What follows belongs to an exercise in optimizing a design on an open flow for small area, a short achievable clock period and few clock cycles per item; a production flow would make more cautious choices.
Function was checked by simulation only, so behaviour that the tests miss may differ from the original.

`flow/run.sh`:
```
#!/bin/bash
# synth_recipe.tcl (not shown) runs the flow's synth.tcl, then flattens the netlist and writes it again
# the make line also repeats each setting of config.mk as NAME=value (left out here)
make -C /OpenROAD-flow-scripts/flow DESIGN_CONFIG=/design/flow/config.mk WORK_HOME=/design/flow/orfs CLKGATE_MAP_FILE= SYNTH_SCRIPT=/design/flow/synth_recipe.tcl finish
```
`flow/config.mk`:
```
export PLATFORM = sky130hd
export DESIGN_NAME = ptce_comp
export DESIGN_NICKNAME = ptce_comp
export VERILOG_FILES = /design/flow/design.v
export SDC_FILE = /design/flow/constraint.sdc
export NUM_CORES = 4
export LEC_CHECK = 0
export CAP_MARGIN = 20
export CORE_MARGIN = 2
export CORE_UTILIZATION = 55
export SLEW_MARGIN = 20
```
`flow/constraint.sdc`:
```
create_clock -name core_clock -period 17.0 [get_ports {clk}]
set_input_delay 3.4000 -clock core_clock [delete_from_list [all_inputs] [get_ports {clk}]]
set_output_delay 3.4000 -clock core_clock [all_outputs]
set_load 0.01 [all_outputs]
```
`flow/design.v`:
```
module ptce_add #(parameter W = 19) (
    input  wire [W-1:0] a,
    input  wire [W-1:0] b,
    input  wire         cin,
    output wire [W-1:0] s
);
    localparam L = (W + 1 <= 2) ? 1 : (W + 1 <= 4) ? 2 : (W + 1 <= 8) ? 3 :
                   (W + 1 <= 16) ? 4 : (W + 1 <= 32) ? 5 : 6;
    localparam N = W + 1;
    wire [N*(L+1)-1:0] g;
    wire [N*(L+1)-1:0] p;
    assign g[N-1:0] = {a & b, cin};
    assign p[N-1:0] = {a ^ b, 1'b0};
    genvar k, i;
    generate
        for (k = 0; k < L; k = k + 1) begin : lv
            for (i = 0; i < N; i = i + 1) begin : bt
                if (i >= (1 << k)) begin : op
                    assign g[(k+1)*N + i] = g[k*N + i] | (p[k*N + i] & g[k*N + i - (1 << k)]);
                    assign p[(k+1)*N + i] = p[k*N + i] & p[k*N + i - (1 << k)];
                end else begin : pass
                    assign g[(k+1)*N + i] = g[k*N + i];
                    assign p[(k+1)*N + i] = p[k*N + i];
                end
            end
        end
    endgenerate
    assign s = (a ^ b) ^ g[L*N + W - 1 : L*N];
endmodule
module ptce_dstep (
    input  wire [16:0] r,
    input  wire        qin,
    input  wire [17:0] dm,
    input  wire        dci,
    output wire [17:0] rn,
    output wire        qb
);
    wire [17:0] rs = {r, qin};
    wire [18:0] tr;
    ptce_add #(.W(19)) u_add (.a({1'b0, rs}), .b({dm[17], dm}), .cin(dci), .s(tr));
    assign qb = ~tr[18];
    assign rn = qb ? tr[17:0] : rs;
endmodule
module ptce_benc (
    input  wire [16:0] a,
    output wire [8:0]  one,
    output wire [8:0]  two,
    output wire [8:0]  neg
);
    wire [17:0] x = {a[16], a};
    genvar i;
    generate
        for (i = 0; i < 9; i = i + 1) begin : dg
            wire x0 = (i == 0) ? 1'b0 : x[2*i-1];
            wire x1 = x[2*i];
            wire x2 = x[2*i+1];
            assign one[i] = x1 ^ x0;
            assign two[i] = (x2 & ~x1 & ~x0) | (~x2 & x1 & x0);
            assign neg[i] = x2 & ~(x1 & x0);
        end
    endgenerate
endmodule
module ptce_mul (
    input  wire [8:0]  d_one,
    input  wire [8:0]  d_two,
    input  wire [8:0]  d_neg,
    input  wire [20:0] b,
    input  wire [40:0] c,
    input  wire [17:0] c2,          
    output wire [40:0] p
);
    wire [21:0] b1 = {b[20], b};           
    wire [21:0] b2 = {b, 1'b0};            
    wire [40:0] rows [0:8];
    wire [8:0]  neg;
    genvar i;
    generate
        for (i = 0; i < 9; i = i + 1) begin : pp
            wire one = d_one[i];
            wire two = d_two[i];
            wire ng  = d_neg[i];
            wire [21:0] sel = ({22{one}} & b1) | ({22{two}} & b2);
            wire [21:0] pv  = sel ^ {22{ng}};
            assign neg[i] = ng;
            wire [21:0] r = {~pv[21], pv[20:0]};
            if (i == 0) begin : r0
                assign rows[i] = {19'd0, r};
            end else begin : rn
                assign rows[i] = ({19'd0, r} << (2*i)) | ({40'd0, neg[i-1]} << (2*i-2));
            end
        end
    endgenerate
    localparam [40:0] K = -(41'h1 << 21) - (41'h1 << 23) - (41'h1 << 25) - (41'h1 << 27)
                         - (41'h1 << 29) - (41'h1 << 31) - (41'h1 << 33) - (41'h1 << 35)
                         - (41'h1 << 37);
    wire [40:0] k0 = K;
    wire [40:0] n8 = {40'd0, neg[8]} << 16;
    wire [40:0] l1s0 = rows[0] ^ rows[1] ^ rows[2];
    wire [40:0] l1c0 = {((rows[0] & rows[1]) | (rows[0] & rows[2]) | (rows[1] & rows[2])), 1'b0};
    wire [40:0] l1s1 = rows[3] ^ rows[4] ^ rows[5];
    wire [40:0] l1c1 = {((rows[3] & rows[4]) | (rows[3] & rows[5]) | (rows[4] & rows[5])), 1'b0};
    wire [40:0] l1s2 = rows[6] ^ rows[7] ^ rows[8];
    wire [40:0] l1c2 = {((rows[6] & rows[7]) | (rows[6] & rows[8]) | (rows[7] & rows[8])), 1'b0};
    wire [40:0] l1s3 = n8 ^ k0 ^ c;
    wire [40:0] l1c3 = {((n8 & k0) | (n8 & c) | (k0 & c)), 1'b0};
    wire [40:0] e2   = {3'd0, c2, 20'd0};
    wire [40:0] l2s0 = l1s0 ^ l1c0 ^ l1s1;
    wire [40:0] l2c0 = {((l1s0 & l1c0) | (l1s0 & l1s1) | (l1c0 & l1s1)), 1'b0};
    wire [40:0] l2s1 = l1c1 ^ l1s2 ^ l1c2;
    wire [40:0] l2c1 = {((l1c1 & l1s2) | (l1c1 & l1c2) | (l1s2 & l1c2)), 1'b0};
    wire [40:0] l2s2 = l1s3 ^ l1c3 ^ e2;
    wire [40:0] l2c2 = {((l1s3 & l1c3) | (l1s3 & e2) | (l1c3 & e2)), 1'b0};
    wire [40:0] l3s0 = l2s0 ^ l2c0 ^ l2s1;
    wire [40:0] l3c0 = {((l2s0 & l2c0) | (l2s0 & l2s1) | (l2c0 & l2s1)), 1'b0};
    wire [40:0] l3s1 = l2c1 ^ l2s2 ^ l2c2;
    wire [40:0] l3c1 = {((l2c1 & l2s2) | (l2c1 & l2c2) | (l2s2 & l2c2)), 1'b0};
    wire [40:0] l4s0 = l3s0 ^ l3c0 ^ l3s1;
    wire [40:0] l4c0 = {((l3s0 & l3c0) | (l3s0 & l3s1) | (l3c0 & l3s1)), 1'b0};
    wire [40:0] l5s0 = l4s0 ^ l4c0 ^ l3c1;
    wire [40:0] l5c0 = {((l4s0 & l4c0) | (l4s0 & l3c1) | (l4c0 & l3c1)), 1'b0};
    assign p = l5s0 + l5c0;
endmodule
module ptce_comp (
    input  wire        clk,
    input  wire        rst,         
    input  wire        start,
    output wire        ready,
    input  wire [1:0]  mode,
    input  wire [15:0] ut,          
    input  wire [18:0] up,          
    input  wire [15:0] ac1,         
    input  wire [15:0] ac2,         
    input  wire [15:0] ac3,         
    input  wire [15:0] ac4,         
    input  wire [15:0] ac5,         
    input  wire [15:0] ac6,         
    input  wire [15:0] b1,          
    input  wire [15:0] b2,          
    input  wire [15:0] mc,          
    input  wire [15:0] md,          
    output reg         done,
    output reg  [1:0]  t_status,    
    output reg  [1:0]  p_status,    
    output wire [31:0] b5_out,
    output wire [31:0] t10_out,
    output wire [31:0] pres_out
);
    reg        a1_idle, a1_c1, a1_norm, a1_td, a1_b5;
    reg [3:0]  tdc;
    reg [7:1]  a2_m;            
    reg [7:1]  sm;              
    localparam B_PD1 = 1, B_RR = 6, B_RK = 8, B_FIN = 10;
    reg [10:1] b;               
    reg        b_pd;            
    wire a2_idle  = ~|a2_m;
    wire a2_take  = a2_idle | sm[7];                    
    wire a1_b5_go = a1_b5 & a2_take;
    wire a1_free  = a1_idle | a1_b5_go;
    wire b_own_nx = b[B_RR-1] | b[B_RK-1] | b[B_FIN-1];
    assign ready  = a1_free & ~b_own_nx;
    wire acc = ready & start;
    wire [7:1] a2_m_nx = (|sm ? {a2_m[6:1], 1'b0} : a2_m) | {6'd0, a1_b5_go};
    wire b_free_nx = ~|b[9:1];
    wire [7:1] sm_nx = a2_m_nx & {7{~b_own_nx & ~acc}} & {b_free_nx, 6'h3F};
    reg signed [17:0] rt;       
    reg        [15:0] r_mca;    
    reg               r_mcs;    
    reg signed [15:0] r_md;
    reg signed [15:0] r_ac1, r_ac2, r_ac3, r_b1, r_b2;
    reg        [15:0] r_ac4;
    reg        [18:0] r_up;
    reg        [1:0]  r_mode;
    reg        [17:0] R;
    reg        [27:0] Q;
    reg signed [20:0] D;        
    reg        [17:0] dm;       
    reg               dci;
    reg f_trange, f_tdiv0;      
    reg signed [15:0] p_ac1, p_ac2, p_ac3, p_b1, p_b2;
    reg        [15:0] p_ac4;
    reg        [18:0] p_up;
    reg        [1:0]  p_mode;
    reg signed [20:0] p_r1;     
    reg        [22:0] p_r2;     
    reg signed [20:0] p_r3;     
    reg signed [21:0] p_r4;     
    reg signed [27:0] a2_b5;
    reg        [1:0]  a2_ts;
    reg               a2_prange;
    reg        [17:0] R2;
    reg        [17:0] Q2;
    reg        [16:0] D2;       
    reg        [19:0] T2;       
    reg        [1:0]  g_ts;
    reg g_prange, g_pdiv0;
    reg g_post;                 
    reg b7_hi;                  
    reg signed [27:0] b5o;      
    reg signed [18:0] presr;    
    assign b5_out   = {{4{b5o[27]}}, b5o};
    wire signed [27:0] b5p8 = b5o + 28'sd8;
    assign t10_out  = {{8{b5p8[27]}}, b5p8[27:4]};
    assign pres_out = {{13{presr[18]}}, presr};
    reg  [16:0] oa_nx;          
    reg  [8:0]  od_one, od_two, od_neg;
    wire [8:0]  en_one, en_two, en_neg;
    ptce_benc u_benc (.a(oa_nx), .one(en_one), .two(en_two), .neg(en_neg));
    reg  [20:0] ob;
    reg  [40:13] oc;
    wire [40:0] mpu;
    reg  [17:0] oc2;            
    ptce_mul u_mul (.d_one(od_one), .d_two(od_two), .d_neg(od_neg), .b(ob), .c({oc, 13'd0}), .c2(oc2), .p(mpu));
    wire signed [40:0] mp = mpu;
    reg [15:0] kmode;
    always @(*) begin
        case (p_mode)
            2'd0: kmode = 16'd50000;
            2'd1: kmode = 16'd25000;
            2'd2: kmode = 16'd12500;
            default: kmode = 16'd6250;
        endcase
    end
    wire [20:0] t_in  = $signed({{5{ut[15]}}, ut}) - $signed({5'd0, ac6});
    wire [17:0] b6_v;           
    wire [22:0] v_v;            
    wire ld_rr  = b[B_RR-1];
    wire ld_rk  = b[B_RK-1];
    wire ld_fin = b[B_FIN-1];
    wire ld_c1  = acc;
    wire [7:1] ld_m = sm_nx;
    wire b6_byp = a1_b5_go;                             
    wire v_byp  = sm[6];                                
    wire [20:0] b6_src = b6_byp ? {{3{b6_v[17]}}, b6_v} : p_r1;
    wire [22:0] v_src  = v_byp ? v_v : p_r2;
    always @(*) begin
        oa_nx = ({17{ld_rr}}   & {7'd0, r_nx})
              | ({17{ld_rk}}   & 17'd3038)
              | ({17{ld_fin}}  & 17'h1E343)               
              | ({17{ld_c1}}   & {1'b0, ac5})
              | ({17{ld_m[1]}} & b6_src[16:0])
              | ({17{ld_m[2]}} & {p_ac3[15], p_ac3})
              | ({17{ld_m[3]}} & {p_ac2[15], p_ac2})
              | ({17{ld_m[4]}} & {p_b1[15], p_b1})
              | ({17{ld_m[5]}} & {p_b2[15], p_b2})
              | ({17{ld_m[6]}} & {1'b0, p_ac4})
              | ({17{ld_m[7]}} & {1'b0, kmode});
    end
    always @(posedge clk) begin
        od_one <= en_one;
        od_two <= en_two;
        od_neg <= en_neg;
        ob <= ({21{ld_rr}}   & {11'd0, r_nx})
            | ({21{ld_rk}}   & {1'b0, T2})
            | ({21{ld_fin}}  & {3'b000, p_nx})
            | ({21{ld_c1}}   & t_in)
            | ({21{ld_m[1] | ld_m[2] | ld_m[3]}} & {{4{b6_src[16]}}, b6_src[16:0]})
            | ({21{ld_m[4] | ld_m[5]}} & {2'b00, p_r2[18:0]})
            | ({21{ld_m[6]}} & {{2{p_r1[20]}}, p_r1[20:2]})
            | ({21{ld_m[7]}} & {1'b0, v_src[19:0]});
        oc2 <= {18{ld_fin}} & p_nx;
        oc <= ({28{ld_rk}}   & 28'd30328)                
            | ({28{ld_fin}}  & {8'd0, T2[16:0], 3'd0})
            | ({28{ld_c1}}   & {{10{md[15]}}, md, 2'd0})
            | ({28{ld_m[2]}} & 28'd2)                    
            | ({28{ld_m[3]}} & {{12{p_ac1[15]}}, p_ac1})
            | ({28{ld_m[4]}} & {{6{p_r3[18]}}, p_r3[18:0], 3'd0})
            | ({28{ld_m[6]}} & {10'd0, p_ac4, 2'd0});
    end
    wire [17:0] ra1, ra2;
    wire        qa1, qa2;
    ptce_dstep u_a1 (.r(R[16:0]),   .qin(Q[27]), .dm(dm), .dci(dci), .rn(ra1), .qb(qa1));
    ptce_dstep u_a2 (.r(ra1[16:0]), .qin(Q[26]), .dm(dm), .dci(dci), .rn(ra2), .qb(qa2));
    function [4:0] bitlen16(input [15:0] v);
        integer i;
        begin
            bitlen16 = 5'd0;
            for (i = 0; i < 16; i = i + 1)
                if (v[i]) bitlen16 = i + 1;
        end
    endfunction
    function [4:0] bitlen17(input [16:0] v);
        integer i;
        begin
            bitlen17 = 5'd0;
            for (i = 0; i < 17; i = i + 1)
                if (v[i]) bitlen17 = i + 1;
        end
    endfunction
    wire [4:0] n_lm = bitlen16(r_mca);
    wire [4:0] n_ld = bitlen17(D[16:0] ^ {17{D[17]}});
    wire signed [6:0] n_diff = $signed({2'b00, n_lm}) + 7'sd12 - $signed({2'b00, n_ld});
    reg [3:0] n_j;
    always @(*) begin
        if      (n_diff <= 7'sd2)  n_j = 4'd1;
        else if (n_diff >= 7'sd27) n_j = 4'd14;
        else                       n_j = n_diff[4:1] + {3'd0, n_diff[0]};
    end
    wire [44:0] n_rq = {29'd0, r_mca} << (6'd39 - {1'b0, n_j, 1'b0});
    wire [17:0] dm2 = ~{1'b0, D2};
    wire [17:0] rb1, rb2;
    wire        qb1, qb2;
    ptce_dstep u_b1 (.r(R2[16:0]),  .qin(Q2[17]), .dm(dm2), .dci(1'b1), .rn(rb1), .qb(qb1));
    ptce_dstep u_b2 (.r(rb1[16:0]), .qin(Q2[16]), .dm(dm2), .dci(1'b1), .rn(rb2), .qb(qb2));
    wire [17:0] p_nx  = {Q2[15:0], qb1, qb2 & ~b7_hi};
    wire [9:0]  r_nx  = {Q2[7:0], qb1, qb2};
    wire [20:0] x1_full;
    ptce_add #(.W(21)) u_x1 (.a(D), .b(~{{5{r_md[15]}}, r_md}), .cin(1'b1), .s(x1_full));
    wire x1_bad = (x1_full[20:16] != 5'b00000) && (x1_full[20:16] != 5'b11111);
    wire        qneg = r_mcs ^ D[17];
    wire [27:0] qx   = {1'b0, Q[26:0]} ^ {28{qneg}};
    wire [27:0] b6_x = {{10{rt[17]}}, rt};
    wire [27:0] b5_v;
    ptce_add #(.W(28)) u_b5 (.a(b6_x), .b(qx), .cin(qneg), .s(b5_v));
    wire [27:0] b6_k = -28'sd4000;
    wire [27:0] b6_s = b6_x ^ b6_k ^ qx;
    wire [27:0] b6_c = {(b6_x[26:0] & b6_k[26:0]) | (b6_x[26:0] & qx[26:0]) | (b6_k[26:0] & qx[26:0]), 1'b0};
    wire [27:0] b6_w;
    ptce_add #(.W(28)) u_b6 (.a(b6_s), .b(b6_c), .cin(qneg), .s(b6_w));
    assign b6_v = b6_w[17:0];
    wire [27:0] b6o_k = 28'd42340;
    wire [27:0] b6o_s = b6_x ^ b6o_k ^ qx;
    wire [27:0] b6o_c = {(b6_x[26:0] & b6o_k[26:0]) | (b6_x[26:0] & qx[26:0]) | (b6o_k[26:0] & qx[26:0]), 1'b0};
    wire [27:0] b6_o;
    ptce_add #(.W(28)) u_b6o (.a(b6o_s), .b(b6o_c), .cin(qneg), .s(b6_o));
    wire b6_bad = (b6_o[27:17] != 11'd0) || (b6_o[16:0] > 17'd92680);
    wire [21:0] a0;
    ptce_add #(.W(22)) u_a0 (.a(p_r4), .b({p_r3[20], p_r3}), .cin(1'b0), .s(a0));
    wire        a2nn = !a0[21] || ((a0 == 22'h3FFFFF) && !p_mode[1]);
    wire [25:0] a0s  = {{4{a0[21]}}, a0} << p_mode;
    wire [25:0] vq;
    ptce_add #(.W(26)) u_v (.a({5'd0, p_up, 2'b00}), .b(~a0s), .cin(1'b1), .s(vq));
    wire [25:0] vc = vq + (a2nn ? 26'd1 : -26'd2);
    assign v_v = vc[24:2];
    wire v_bad = vc[25] || (vc[24:22] != 3'b000);
    wire [21:0] wchk;
    ptce_add #(.W(22)) u_w (.a({p_r1[20], p_r1}), .b(~{{3{p_r3[18]}}, p_r3[18:0]}), .cin(1'b1), .s(wchk));
    wire w_bad = ((wchk[21:15] != 7'd0) && (wchk[21:15] != 7'h7F)) ||
                 (p_r1[20] && (p_r1[19:17] != 3'b111));
    reg  [9:0] hi_r;
    reg        hi_s32, hi_u32;
    reg  [8:0] g_hi7;           
    wire bad_hi = (hi_s32 & (hi_r != 10'd0) & (hi_r != 10'h3FF)) |
                  (hi_u32 & (hi_r[9:1] != 9'd0));
    always @(posedge clk) begin
        if (a1_free) begin
            r_mca  <= mc[15] ? (~mc + 16'd1) : mc;
            r_mcs  <= mc[15];
            r_md   <= md;
            r_ac1  <= ac1;
            r_ac2  <= ac2;
            r_ac3  <= ac3;
            r_ac4  <= ac4;
            r_b1   <= b1;
            r_b2   <= b2;
            r_up   <= up;
            r_mode <= mode;
        end
        if (a1_c1) begin
            D   <= mp[35:15];
            dm  <= mp[32] ? mp[32:15] : ~mp[32:15];
            dci <= ~mp[32];
        end
        if (a1_norm) begin
            R        <= {1'b0, n_rq[44:28]};
            Q        <= n_rq[27:0];
            tdc      <= n_j;
            rt       <= x1_full[17:0];
            f_trange <= x1_bad;
            f_tdiv0  <= (D == 21'sd0);
        end
        if (a1_td) begin
            R   <= ra2;
            Q   <= {Q[25:0], qa1, qa2};
            tdc <= tdc - 4'd1;
        end
        if (a1_b5_go) begin
            p_ac1     <= r_ac1;
            p_ac2     <= r_ac2;
            p_ac3     <= r_ac3;
            p_ac4     <= r_ac4;
            p_b1      <= r_b1;
            p_b2      <= r_b2;
            p_up      <= r_up;
            p_mode    <= r_mode;
            p_r1      <= {{3{b6_v[17]}}, b6_v};
            a2_b5     <= b5_v;
            a2_ts     <= f_trange ? 2'd2 : (f_tdiv0 ? 2'd1 : 2'd0);
        end
        if (a1_b5_go)
            a2_prange <= b6_bad;
        else if (bad_hi || (sm[5] && w_bad) || (sm[6] && v_bad))
            a2_prange <= 1'b1;
        hi_s32 <= sm[5];
        hi_u32 <= sm[6];
        if (sm[5] | sm[6])
            hi_r <= mp[40:31];
        if (sm[1]) p_r2 <= {4'd0, mp[30:12]};
        if (sm[2]) p_r3 <= {{2{mp[31]}}, mp[31:13]};
        if (sm[3]) p_r4 <= mp[32:11];
        if (sm[4]) p_r1 <= mp[36:16];
        if (sm[5]) p_r3 <= mp[31:11];
        if (sm[6]) begin
            p_r1 <= {4'd0, mp[31:15]};
            p_r2 <= v_v;
        end
        if (sm[7]) begin
            R2       <= {3'd0, mp[31:17]};
            Q2       <= {mp[16:0], 1'b0};
            D2       <= p_r1[16:0];
            b7_hi    <= mp[31];
            b5o      <= a2_b5;
            g_ts     <= a2_ts;
            g_prange <= a2_prange || bad_hi;
            g_hi7    <= mp[40:32];
            g_pdiv0  <= (p_r1[16:0] == 17'd0);
        end
        if (b_pd) begin
            R2 <= rb2;
            Q2 <= {Q2[15:0], qb1, qb2};
        end
        if (b[B_PD1]) begin
            g_post <= ({2'b00, R2[14:0]} >= D2);
            if (g_hi7 != 9'd0) g_prange <= 1'b1;
        end
        if (b[B_RR])
            T2 <= mp[19:0];
        if (b[B_RK])
            T2 <= {3'd0, mp[32:16]};
        if (b[B_FIN]) begin
            presr    <= mp[38:20];
            t_status <= g_ts;
            p_status <= (g_ts != 2'd0) ? 2'd3 :
                        g_prange ? 2'd2 :
                        g_pdiv0  ? 2'd1 :
                        (g_post || (Q2[17:8] > 10'd840)) ? 2'd2 : 2'd0;
        end
        if (rst) begin
            a1_idle <= 1'b1;
            a1_c1   <= 1'b0;
            a1_norm <= 1'b0;
            a1_td   <= 1'b0;
            a1_b5   <= 1'b0;
            a2_m    <= 7'd0;
            sm      <= 7'd0;
            b       <= 10'd0;
            b_pd    <= 1'b0;
            done    <= 1'b0;
        end else begin
            done    <= b[B_FIN];
            a1_idle <= a1_free & ~acc;
            a1_c1   <= acc;
            a1_norm <= a1_c1;
            a1_td   <= a1_norm | (a1_td & (tdc != 4'd1));
            a1_b5   <= (a1_td & (tdc == 4'd1)) | (a1_b5 & ~a1_b5_go);
            a2_m    <= a2_m_nx;
            sm      <= sm_nx;
            b       <= {b[9:1], sm[7]};
            b_pd    <= sm[7] | (b_pd & ~b[9]);
        end
    end
endmodule
```
==> key figures, run 1 <==
Logic synthesis
  – Synth Area in XOR/XNOR: 0.0817
  – EDFF count, synth: 614
  – Top cell type by total area after synthesis: edfxtp_1
  – Ys async rst share: 0
  – Synth area leaders: edfxtp_1 (34%), ha_1 (10%), fa_1 (7.7%)
  – Synth top area share: 0.343
  – Most common cell in the synthesized netlist: edfxtp_1
  – Syn avg cell area: 10.2 um^2
  – Synth Flop Type: edfxtp_1
  – Post-Syn Area: 0.0538 mm^2
  – Post-synthesis sequential area ratio: 0.397
  – Syn Inst Count: 5245
  – Commonest cells in the netlist: edfxtp_1 (614), inv_1 (524), ha_1 (430)
  – Simple-gate share of the synthesized area: 0.103
  – Post-synthesis mux area share: 0.0283
  – Synth Area in Adders: 0.178
  – Synthesized-area fraction occupied by ao, oa, aoi and oai cells: 0.155
  – Yosys cell types: 98
  – Synthesized flop and latch total: 759
  – Synth warnings: 2
  – Main combinational cell family by area after synthesis: adder cells

Global route
  – GRT overflow: 0
  – Initial antenna violation count: 13
  – Largest net degree at the start of global routing: 78
  – First-pass GRT wire length: 251 mm
  – Vias in the first global route: 39400
  – Total GRT Usage: 0.339

Hold path
  – Hold crit path type: flip-flop to flip-flop

CTS
  – PostCTS Resize Cnt: 0
  – Root Buffer: clkbuf_16
  – Sink Count: 759
  – TritonCTS Buffers: 83
  – Clk Latency, worst-skew pair: 0.70 ns
  – Hold Buf Count CTS: 0
  – Number of setup buffers added after CTS: 0
  – Clock Pin Slew Worst Setup and Hold Paths: 0.07 ns
  – Max Root-Sink Buffers: 3
  – H-Tree Depth: 3
  – CTS tree: yes

Floorplan
  – FP Rows: 114
  – Starting Density: 0.556
  – Die span in x: 317 um
  – IO Pins: 302
  – Core Area: 0.0967 mm^2
  – Die area: 0.100 mm^2
  – Die Ht: 317 um

Final layout
  – Sequential cell area: 0.0213 mm^2
  – Area growth, synth to finish: 13.2%
  – Fill cells: 8156
  – NumNets Final: 6293
  – Share of layout cells above drive strength 1: 0.0626
  – Multi-input logic area: 0.0295 mm^2

Placement
  – Port Buffers: 301
  – DP HPWL: 131 mm
  – Routability cong.: 0.997
  – Setup WS pre-CTS: 9.43 ns

Routing
  – Post-route DRC: 0
  – Routed Antenna Nets: 0
  – Routed wire per std cell: 25.1 um
  – DRT iter0 DRCs: 4720
  – Via count: 41800
  – Routed vias/inst: 6.15
  – Routed WL: 171 mm
  – DRT Pass-1 Iters: 9

Worst setup path
  – Critical Path Max Stage Delay: 1.06 ns
  – Worst setup SP type: flip-flop
  – Cell chain of the critical path: a22oi_1 > xnor2_1 > fa_1 > inv_1 > fa_1 > fa_1 > fa_1 > inv_1 > fa_1 > ha_1 > a21o_1 > a21o_1 > a21oi_1 > o21ai_0 > nand2b_1 > a21oi_1 > o31ai_1 > o21a_1 > nor2_1 > xor2_1 > inv_1 > a211o_1
  – Cell family with most CP delay: adder cells
  – WP buf/inv: 3
  – CP max-delay cell: dfxtp_1
  – WS Path Type: flip-flop to flip-flop
  – Crit Path Max Fanout: 22
  – Most used cell along the critical path: fa_1
  – Crit end category: flip-flop
  – WP data required: 17.45 ns
  – CP arrival: 8.25 ns

STA
  – Setup total negative slack: 0 ns
  – Final Hold Fails: 0
  – Actual slew at the worst max-slew pin: 1.29 ns
  – Hold_ws: 0.410 ns
  – Fin crit period: 7.80 ns
  – Slew Limit Fails: 0
  – Tcrit/Tclk final: 0.459
  – Setup violations, final: 0
  – Peak Freq: 128 MHz
  – Final worst slack: 9.20 ns
  – Slew HR: 0.133
  – Layout Skew: 0.0244 ns
  – RSZ-0062 raised after global routing: false

Outcome
  – Status: finished clean

Run
  – Maxcap violations: 0
[cells by family (layout without fill, tap and decap cells)]
family / Yosys count / after routing
adder cells (fa/ha/maj): 638 / 638
other: 1 / 6
XOR/XNOR: 499 / 499
AO/OA/AOI/OAI: 1233 / 1233
multiplexers: 145 / 145
flip-flops: 759 / 759
buffers and inverters: 780 / 1059
AND/OR/NAND/NOR: 1190 / 1190
[metrics by stage]
stage | area, um^2 | std cells | util
CTS | 60800 | 6802 | 0.629
global route | 60900 | 6802 | 0.629
detailed placement | 58000 | 6646 | 0.600
finish | 60900 | 6805 | 0.629
floorplan | 53800 | 5247 | -
global placement | 58000 | 6646 | 0.600
[placed cells by master, fill, tap and decap left out, types with 38 or more instances in the layout]
cell             count
nor2_1             315
nor3_1             103
a31oi_1             38
ha_1               430
a211oi_1            39
a22oi_1            190
xnor2_1            302
inv_1              523
dfxtp_1            141
o21a_1              44
clkdlybuf4s50_1    301
o21ai_0            261
buf_4               74
nand3_1             89
nor2b_1             46
mux2_2              54
a21o_1              66
nand2_1            376
fa_1               208
a21oi_1            244
and2_1              38
a221oi_1            46
mux2i_1             87
xor2_1             189
clkbuf_16           83
edfxtp_1           614
nand2b_1            39
[worst register-to-register path, delay by kind of cell (launching register included)]
kind                       cells  cell delay, ns
adders and majority gates      6            2.87
AOI/OAI and AO/OA              9            2.11
DFF                            1            1.06
xor gates and xnor gates       2            0.63
buffers and inverters          3            0.63
and+or+nand+nor                2            0.28
[path summary, 6_finish.rpt]
check	start	cells past startpoint	slack, ns	end
min	r_ac4[14]$_DFFE_PN_	0	0.41	p_ac4[14]$_DFFE_PP_
min reg2reg	r_ac4[14]$_DFFE_PN_	0	0.41	p_ac4[14]$_DFFE_PP_
max	od_one[3]$_DFF_P_	22	9.20	R2[13]$_DFFE_PP_
max reg2reg	od_one[3]$_DFF_P_	22	9.20	R2[13]$_DFFE_PP_
[cell type report]
class | instances | share of cell area
Multi-Input combinational cell | 3708 | 0.485
Inverter | 528 | 0.0327
Clock buffer | 95 | 0.0354
Clock inverter | 61 | 0.0114
Sequential cell | 759 | 0.351
Timing Repair Buffer | 375 | 0.0586
Antenna cell | 3 | 0.000123
Tap cell | 1276 | 0.0262
[routing by layer]
layer,share of wire,track usage
met1,0.42,0.470
met2,0.43,0.501
met3,0.11,0.0886
met4,0.049,0.150
met5,0.00023,0
[flip-flops by register name (all words and copies together), names as in the netlist, 20 cells and up]
name	flops
a2_b5	28
p_r1	21
p_r2	20
ob	21
D	21
p_r4	22
Q	28
T2	20
p_r3	21
b5o	28
oc	22
Testbench counts, summed over its fixed seeds: cycles 26,906, items 2,400.
==> inputs of run 2 (changes only) <==
--- a/flow/config.mk
+++ b/flow/config.mk
@@ -8,4 +8,6 @@
 export CAP_MARGIN = 20
 export CORE_MARGIN = 2
 export CORE_UTILIZATION = 55
+export CTS_CLUSTER_DIAMETER = 75
+export CTS_CLUSTER_SIZE = 30
 export SLEW_MARGIN = 20
==> key figures, run 2 <==
Logic synthesis
  – Ys async rst share: 0
  – Most common cell in the synthesized netlist: edfxtp_1
  – Commonest cells in the netlist: edfxtp_1 (614), inv_1 (524), ha_1 (430)
  – EDFF count, synth: 614
  – Synth Flop Type: edfxtp_1
  – Post-Syn Area: 0.0538 mm^2
  – Synth warnings: 2
  – Syn Inst Count: 5245
  – Syn avg cell area: 10.2 um^2
  – Post-synthesis sequential area ratio: 0.397
  – Synth area leaders: edfxtp_1 (34%), ha_1 (10%), fa_1 (7.7%)
  – Yosys cell types: 98
  – Top cell type by total area after synthesis: edfxtp_1
  – Synthesized flop and latch total: 759
  – Synth top area share: 0.343

Floorplan
  – Die span in x: 317 um
  – Starting Density: 0.556
  – Die area: 0.100 mm^2
  – IO Pins: 302
  – Core Area: 0.0967 mm^2
  – Die Ht: 317 um
  – FP Rows: 114

Worst setup path
  – CP max-delay cell: dfxtp_1
  – WS Path Type: flip-flop to flip-flop
  – WP data required: 17.43 ns
  – Cell family with most CP delay: adder cells
  – CP arrival: 8.30 ns
  – Worst setup SP type: flip-flop
  – R2r endpoint: R2[13]$_DFFE_PP_
  – WP buf/inv: 3
  – R2R depth: 22
  – Crit Path Max Fanout: 22
  – R2r setup slk: 9.13 ns
  – Crit end category: flip-flop
  – Critical Path Max Stage Delay: 1.07 ns
  – RR Startpoint: od_one[3]$_DFF_P_
  – Cell chain of the critical path: a22oi_1 > xnor2_1 > fa_1 > inv_1 > fa_1 > fa_1 > fa_1 > inv_1 > fa_1 > ha_1 > a21o_1 > a21o_1 > a21oi_1 > o21ai_0 > nand2b_1 > a21oi_1 > o31ai_1 > o21a_1 > nor2_1 > xor2_1 > inv_1 > a211o_1
  – Most used cell along the critical path: fa_1

STA
  – Slew Limit Fails: 0
  – RSZ-0062 raised after global routing: false
  – Layout Skew: 0.0502 ns
  – Actual slew at the worst max-slew pin: 1.28 ns
  – Setup total negative slack: 0 ns
  – Fin crit period: 7.87 ns
  – Slew HR: 0.142
  – Tcrit/Tclk final: 0.463
  – Peak Freq: 127 MHz
  – Final Hold Fails: 0
  – Setup violations, final: 0

Hold path
  – Hold Path Stages: 0
  – Hold crit path type: flip-flop to flip-flop
  – Hold endpoint: p_ac4[7]$_DFFE_PP_
  – Min-delay src: r_ac4[7]$_DFFE_PN_

Placement
  – DP HPWL: 131 mm
  – Routability cong.: 0.997
  – # placed instances: 6646
  – Port Buffers: 301
  – Post-DP Area: 0.0580 mm^2

CTS
  – Root Buffer: clkbuf_16
  – Clock Pin Slew Worst Setup and Hold Paths: 0.12 ns
  – TritonCTS Buffers: 47
  – Sink Count: 759
  – PostCTS Resize Cnt: 0
  – H-Tree Depth: 2
  – Clk Latency, worst-skew pair: 0.70 ns
  – Max Root-Sink Buffers: 3
  – Hold Buf Count CTS: 0
  – CTS tree: yes
  – Number of setup buffers added after CTS: 0

Global route
  – Initial antenna violation count: 13
  – Vias in the first global route: 38800
  – Total GRT Usage: 0.336
  – Largest net degree at the start of global routing: 78
  – First-pass GRT wire length: 249 mm
  – GRT overflow: 0

Final layout
  – Share of layout cells above drive strength 1: 0.0544
  – Area growth, synth to finish: 11.4%
  – Largest regs: Q: 28 flops, a2_b5: 28 flops, b5o: 28 flops
  – Commonest non-fill, non-tap cell in the layout: edfxtp_1
  – NumNets Final: 6257
  – Fill cells: 8258
  – Layout Utilization: 0.619
  – Non-Filler Instances: 6738
  – Commonest cells after routing, fill and taps aside: edfxtp_1 (614), inv_1 (523), ha_1 (430)
  – Design area: 0.0599 mm^2

Routing
  – DRT iter0 DRCs: 5057
  – Routed wire per std cell: 25.2 um
  – Via count: 41700
  – Routed Antenna Nets: 0
  – Routed WL: 170 mm
  – Post-route DRC: 0
  – DRT Pass-1 Iters: 8
  – Routed vias/inst: 6.18

Outcome
  – Status: finished clean

Run
  – Maxcap violations: 0
-- run 2: cell types whose count changed in the layout (fill, tap and decap cells not counted), sizes merged --
cell,change
inv,+10
clkbuf,-41
bufinv,-5
diode,+1
clkinvlp,-8
clkinv,-24
-- run 2: kinds of logic after synthesis --
kind of cell	count (synthesis)	share of synthesized area
AOI/OAI and AO/OA	1233	0.155
and+or+nand+nor	1190	0.103
buffers and inverters	780	0.0569
DFF	759	0.397
adders and majority gates	638	0.178
xor gates and xnor gates	499	0.0817
muxes	145	0.0283
other	1	0.0000698
-- run 2: metrics by stage --
step                hold WS [ns]  worst slack [ns]
floorplan                  0.329              9.28
global placement           0.401              9.39
detailed placement         0.405              9.43
CTS                        0.422              9.35
global route               0.428              8.84
finish                     0.414              9.13
-- run 2: cell type report --
type / count / area, um^2 / area share
Clock buffer: 54 / 1250 / 0.0210
Timing Repair Buffer: 375 / 3570 / 0.0596
Clock inverter: 34 / 603 / 0.0101
Sequential cell: 759 / 21300 / 0.356
Multi-Input combinational cell: 3708 / 29500 / 0.493
Antenna cell: 4 / 10.0 / 0.000167
Inverter: 528 / 1990 / 0.0333
Tap cell: 1276 / 1600 / 0.0267
-- run 2: routing by layer --
layer	global-route usage	up-vias	routed length, um
li1	-	19000	-
met1	0.475	20200	71700
met2	0.502	2050	73300
met3	0.0690	388	16600
met4	0.141	8	8240
met5	0	-	65
-- run 2: worst reg2reg max path, delay by kind of cell (launching register included) --
| kind | cells | cell delay (ns) |
|---|---|---|
| AO/OA/AOI/OAI | 9 | 2.11 |
| XOR/XNOR | 2 | 0.64 |
| adder cells (fa/ha/maj) | 6 | 2.86 |
| buffers and inverters | 3 | 0.66 |
| flip-flops | 1 | 1.07 |
| AND/OR/NAND/NOR | 2 | 0.28 |
-- run 2: worst max-delay path by stage --
stage,start,endpoint,slack [ns],cells past startpoint
after global routing,dm[0]$_DFFE_PP_,R[8]$_DFFE_PP_,8.84,30
after CTS,od_one[3]$_DFF_P_,R2[13]$_DFFE_PP_,9.35,22
after global placement,ut[0],ob[14]$_DFF_P_,9.39,19
after detailed placement,od_one[3]$_DFF_P_,R2[13]$_DFFE_PP_,9.43,20
final,od_one[3]$_DFF_P_,R2[13]$_DFFE_PP_,9.13,22
after floorplan,sm[7]$_SDFF_PP0_,od_one[3]$_DFF_P_,9.28,7
==> inputs of run 3 (changes only) <==
--- a/flow/design.v
+++ b/flow/design.v
@@ -64,6 +64,9 @@
     input  wire [8:0]  d_one,
     input  wire [8:0]  d_two,
     input  wire [8:0]  d_neg,
+    input  wire [8:0]  d_one_n,
+    input  wire [8:0]  d_two_n,
+    input  wire [8:0]  d_neg_n,
     input  wire [20:0] b,
     input  wire [40:0] c,
     input  wire [17:0] c2,          
@@ -79,8 +82,12 @@
             wire one = d_one[i];
             wire two = d_two[i];
             wire ng  = d_neg[i];
-            wire [21:0] sel = ({22{one}} & b1) | ({22{two}} & b2);
-            wire [21:0] pv  = sel ^ {22{ng}};
+            wire one_h = ~d_one_n[i];
+            wire two_h = ~d_two_n[i];
+            wire ng_h  = ~d_neg_n[i];
+            wire [21:0] sel = {({11{one_h}} & b1[21:11]) | ({11{two_h}} & b2[21:11]),
+                               ({11{one}}   & b1[10:0])  | ({11{two}}   & b2[10:0])};
+            wire [21:0] pv  = sel ^ {{11{ng_h}}, {11{ng}}};
             assign neg[i] = ng;
             wire [21:0] r = {~pv[21], pv[20:0]};
             if (i == 0) begin : r0
@@ -203,13 +210,15 @@
     assign pres_out = {{13{presr[18]}}, presr};
     reg  [16:0] oa_nx;          
     reg  [8:0]  od_one, od_two, od_neg;
+    reg  [8:0]  od_one_n, od_two_n, od_neg_n;   
     wire [8:0]  en_one, en_two, en_neg;
     ptce_benc u_benc (.a(oa_nx), .one(en_one), .two(en_two), .neg(en_neg));
     reg  [20:0] ob;
     reg  [40:13] oc;
     wire [40:0] mpu;
     reg  [17:0] oc2;            
-    ptce_mul u_mul (.d_one(od_one), .d_two(od_two), .d_neg(od_neg), .b(ob), .c({oc, 13'd0}), .c2(oc2), .p(mpu));
+    ptce_mul u_mul (.d_one(od_one), .d_two(od_two), .d_neg(od_neg),
+                    .d_one_n(od_one_n), .d_two_n(od_two_n), .d_neg_n(od_neg_n), .b(ob), .c({oc, 13'd0}), .c2(oc2), .p(mpu));
     wire signed [40:0] mp = mpu;
     reg [15:0] kmode;
     always @(*) begin
@@ -249,6 +258,9 @@
         od_one <= en_one;
         od_two <= en_two;
         od_neg <= en_neg;
+        od_one_n <= ~en_one;
+        od_two_n <= ~en_two;
+        od_neg_n <= ~en_neg;
         ob <= ({21{ld_rr}}   & {11'd0, r_nx})
             | ({21{ld_rk}}   & {1'b0, T2})
             | ({21{ld_fin}}  & {3'b000, p_nx})
--- a/flow/config.mk
+++ b/flow/config.mk
@@ -8,6 +8,4 @@
 export CAP_MARGIN = 20
 export CORE_MARGIN = 2
 export CORE_UTILIZATION = 55
-export CTS_CLUSTER_DIAMETER = 75
-export CTS_CLUSTER_SIZE = 30
 export SLEW_MARGIN = 20
==> key figures, run 3 <==
Outcome
  – Status: finished clean

Routing
  – Routed Antenna Nets: 0
  – Routed wire per std cell: 25.4 um
  – Via count: 42900
  – Routed WL: 176 mm
  – Post-route DRC: 0
  – Routed vias/inst: 6.17
  – DRT Pass-1 Iters: 10
  – DRT iter0 DRCs: 4910

Final layout
  – Area growth, synth to finish: 13.7%
  – Commonest non-fill, non-tap cell in the layout: edfxtp_1
  – NumNets Final: 6408
  – Layout Utilization: 0.632
  – Sequential cell area: 0.0219 mm^2
  – Design area: 0.0622 mm^2
  – Share of layout cells above drive strength 1: 0.0644
  – Fill cells: 8152
  – Commonest cells after routing, fill and taps aside: edfxtp_1 (614), inv_1 (540), ha_1 (426)
  – Largest regs: Q: 28 flops, a2_b5: 28 flops, b5o: 28 flops
  – Non-Filler Instances: 6943
  – Multi-input logic area: 0.0299 mm^2

CTS
  – Number of setup buffers added after CTS: 0
  – Root Buffer: clkbuf_16
  – Max Root-Sink Buffers: 3
  – Clock Pin Slew Worst Setup and Hold Paths: 0.06 ns
  – Sink Count: 785
  – CTS tree: yes
  – PostCTS Resize Cnt: 0
  – TritonCTS Buffers: 89
  – H-Tree Depth: 3
  – Hold Buf Count CTS: 0
  – Clk Latency, worst-skew pair: 0.69 ns

Logic synthesis
  – Synthesized flop and latch total: 785
  – Ys async rst share: 0
  – Commonest cells in the netlist: edfxtp_1 (614), inv_1 (542), ha_1 (426)
  – Post-synthesis sequential area ratio: 0.400
  – Synth top area share: 0.337
  – Top cell type by total area after synthesis: edfxtp_1
  – Most common cell in the synthesized netlist: edfxtp_1
  – Syn avg cell area: 10.2 um^2
  – Syn Inst Count: 5343
  – Synth area leaders: edfxtp_1 (34%), ha_1 (9.7%), fa_1 (7.6%)
  – EDFF count, synth: 614
  – Post-Syn Area: 0.0547 mm^2
  – Synth warnings: 2
  – Yosys cell types: 95
  – Synth Flop Type: edfxtp_1

Global route
  – Total GRT Usage: 0.340
  – First-pass GRT wire length: 258 mm
  – Met1 Use GR: 0.478
  – Initial antenna violation count: 14
  – Vias in the first global route: 40100
  – GRT overflow: 0
  – Largest net degree at the start of global routing: 93
  – GR Util met2: 0.507
  – Top Usage Layer GRT: met2
  – Met3 usage: 0.0743

Worst setup path
  – Setup crit start: ob[10]$_DFF_P_
  – Crit end category: flip-flop
  – R2r setup slk: 8.99 ns
  – Crit Path Max Fanout: 10
  – CP arrival: 8.40 ns
  – Worst setup SP type: flip-flop
  – RR Startpoint: ob[10]$_DFF_P_
  – WS Path Type: flip-flop to flip-flop
  – WP data required: 17.40 ns

STA
  – Actual slew at the worst max-slew pin: 1.30 ns
  – RSZ-0062 raised after global routing: false
  – Layout Skew: 0.0296 ns
  – Slew HR: 0.126
  – Peak Freq: 125 MHz
  – Slew Limit Fails: 0
  – Tcrit/Tclk final: 0.471
  – Fin crit period: 8.01 ns
  – Setup total negative slack: 0 ns
  – Setup violations, final: 0
  – Hold_ws: 0.408 ns
  – Final worst slack: 8.99 ns
  – Final Hold Fails: 0

Floorplan
  – FP Rows: 115
  – Die area: 0.102 mm^2
  – IO Pins: 302
  – Core Area: 0.0984 mm^2
  – Die span in x: 319 um
  – Die Ht: 319 um
  – Starting Density: 0.556

Hold path
  – Min-delay src: r_b2[14]$_DFFE_PP_
  – Hold crit path type: flip-flop to flip-flop

Placement
  – Port Buffers: 301
  – Post-DP Area: 0.0590 mm^2
  – # placed instances: 6770
  – Setup WS pre-CTS: 9.07 ns
  – DP HPWL: 138 mm
  – Routability cong.: 1.03

Run
  – Maxcap violations: 0
[run 3: cell types whose count changed after synthesis, moves of 11 or more]
cell      before  now
dfxtp_1      145  171
o21bai_1      30   41
xor2_1       191  202
o21ai_0      265  247
nand3_1       89  102
a22oi_1      190  112
a21o_1        66   93
nand2_1      376  405
nor2_1       319  279
o22ai_1        8   91
inv_1        524  542
a21oi_1      248  272
[run 3: logic make-up (layout without fill, tap and decap cells)]
logic type	after synthesis	count (layout)	synth area share
compound gates	1294	1294	0.159
simple gates	1200	1200	0.103
flops	785	785	0.400
buf+inv	784	1090	0.0557
fa+ha+maj	634	634	0.174
xor+xnor	502	502	0.0805
mux	143	143	0.0282
other cells	1	8	0.0000686
[run 3: critical path, stage by stage, from the launching register on]
cell and delay [ns]:
dfxtp_1 0.60, inv_1 0.28, o22ai_1 0.29, xnor2_1 0.23
fa_1 0.51, fa_1 0.51, inv_1 0.05, fa_1 0.49
inv_1 0.05, fa_1 0.37, ha_1 0.31, ha_1 0.39
o21a_1 0.22, o21a_1 0.17, o21a_1 0.18, o21a_1 0.16
o41a_1 0.16, a211o_1 0.35, or3b_2 0.48, a31oi_1 0.27
o21bai_1 0.09, a21oi_1 0.18, xor2_1 0.69, inv_1 0.41
nand2_1 0.15, o21ai_0 0.09
[run 3: final timing paths]
kind | depth (start not counted) | endpoint
setup / recovery | 25 | T2[14]$_DFFE_PP_
hold / removal | 0 | p_b2[14]$_DFFE_PP_
setup reg to reg | 25 | T2[14]$_DFFE_PP_
hold reg to reg | 0 | p_b2[14]$_DFFE_PP_
[run 3: metal layers]
metal	vias to the layer above	wire, um
li1	19600	-
met1	20600	73800
met2	2293	75800
met3	383	18300
met4	14	8390
met5	-	272
[run 3: cell type report]
class	instances	share of cell area
Antenna cell	5	0.000201
Clock buffer	104	0.0379
Clock inverter	64	0.0126
Inverter	549	0.0333
Multi-Input combinational cell	3776	0.481
Sequential cell	785	0.352
Tap cell	1287	0.0259
Timing Repair Buffer	373	0.0572
Testbench counts of run 3, summed over its fixed seeds: cycles 26,906, items 2,400.

port drivers added, routing unchanged:
Ports are ideal in the flow. The routed layouts listed here were re-timed in OpenROAD. Step 1 sets driving cells, clkbuf_16 on the clock port and buf_2 on the other inputs (assumed; they add their load-dependent delay and slew). Step 2 also shifts input and output timing later by t, the mid clock arrival at the registers, as if the neighbouring blocks saw the same clock. Slacks: no drivers / after step 1 / after step 2; pairs: no drivers / after step 1.
run	t (ns)	setup WS [ns]	worst setup path at the end	clock arrival spread, ns	slew at the worst register clock pin (ns)
run 1	0.763	9.203 / 9.203 / 9.203	register to register	0.025 / 0.026	0.07 / 0.07
run 2	0.754	9.130 / 9.130 / 9.130	register to register	0.052 / 0.051	0.12 / 0.12
run 3	0.758	8.995 / 8.995 / 8.995	register to register	0.030 / 0.030	0.07 / 0.07
After both steps setup and hold are still met in every run listed.
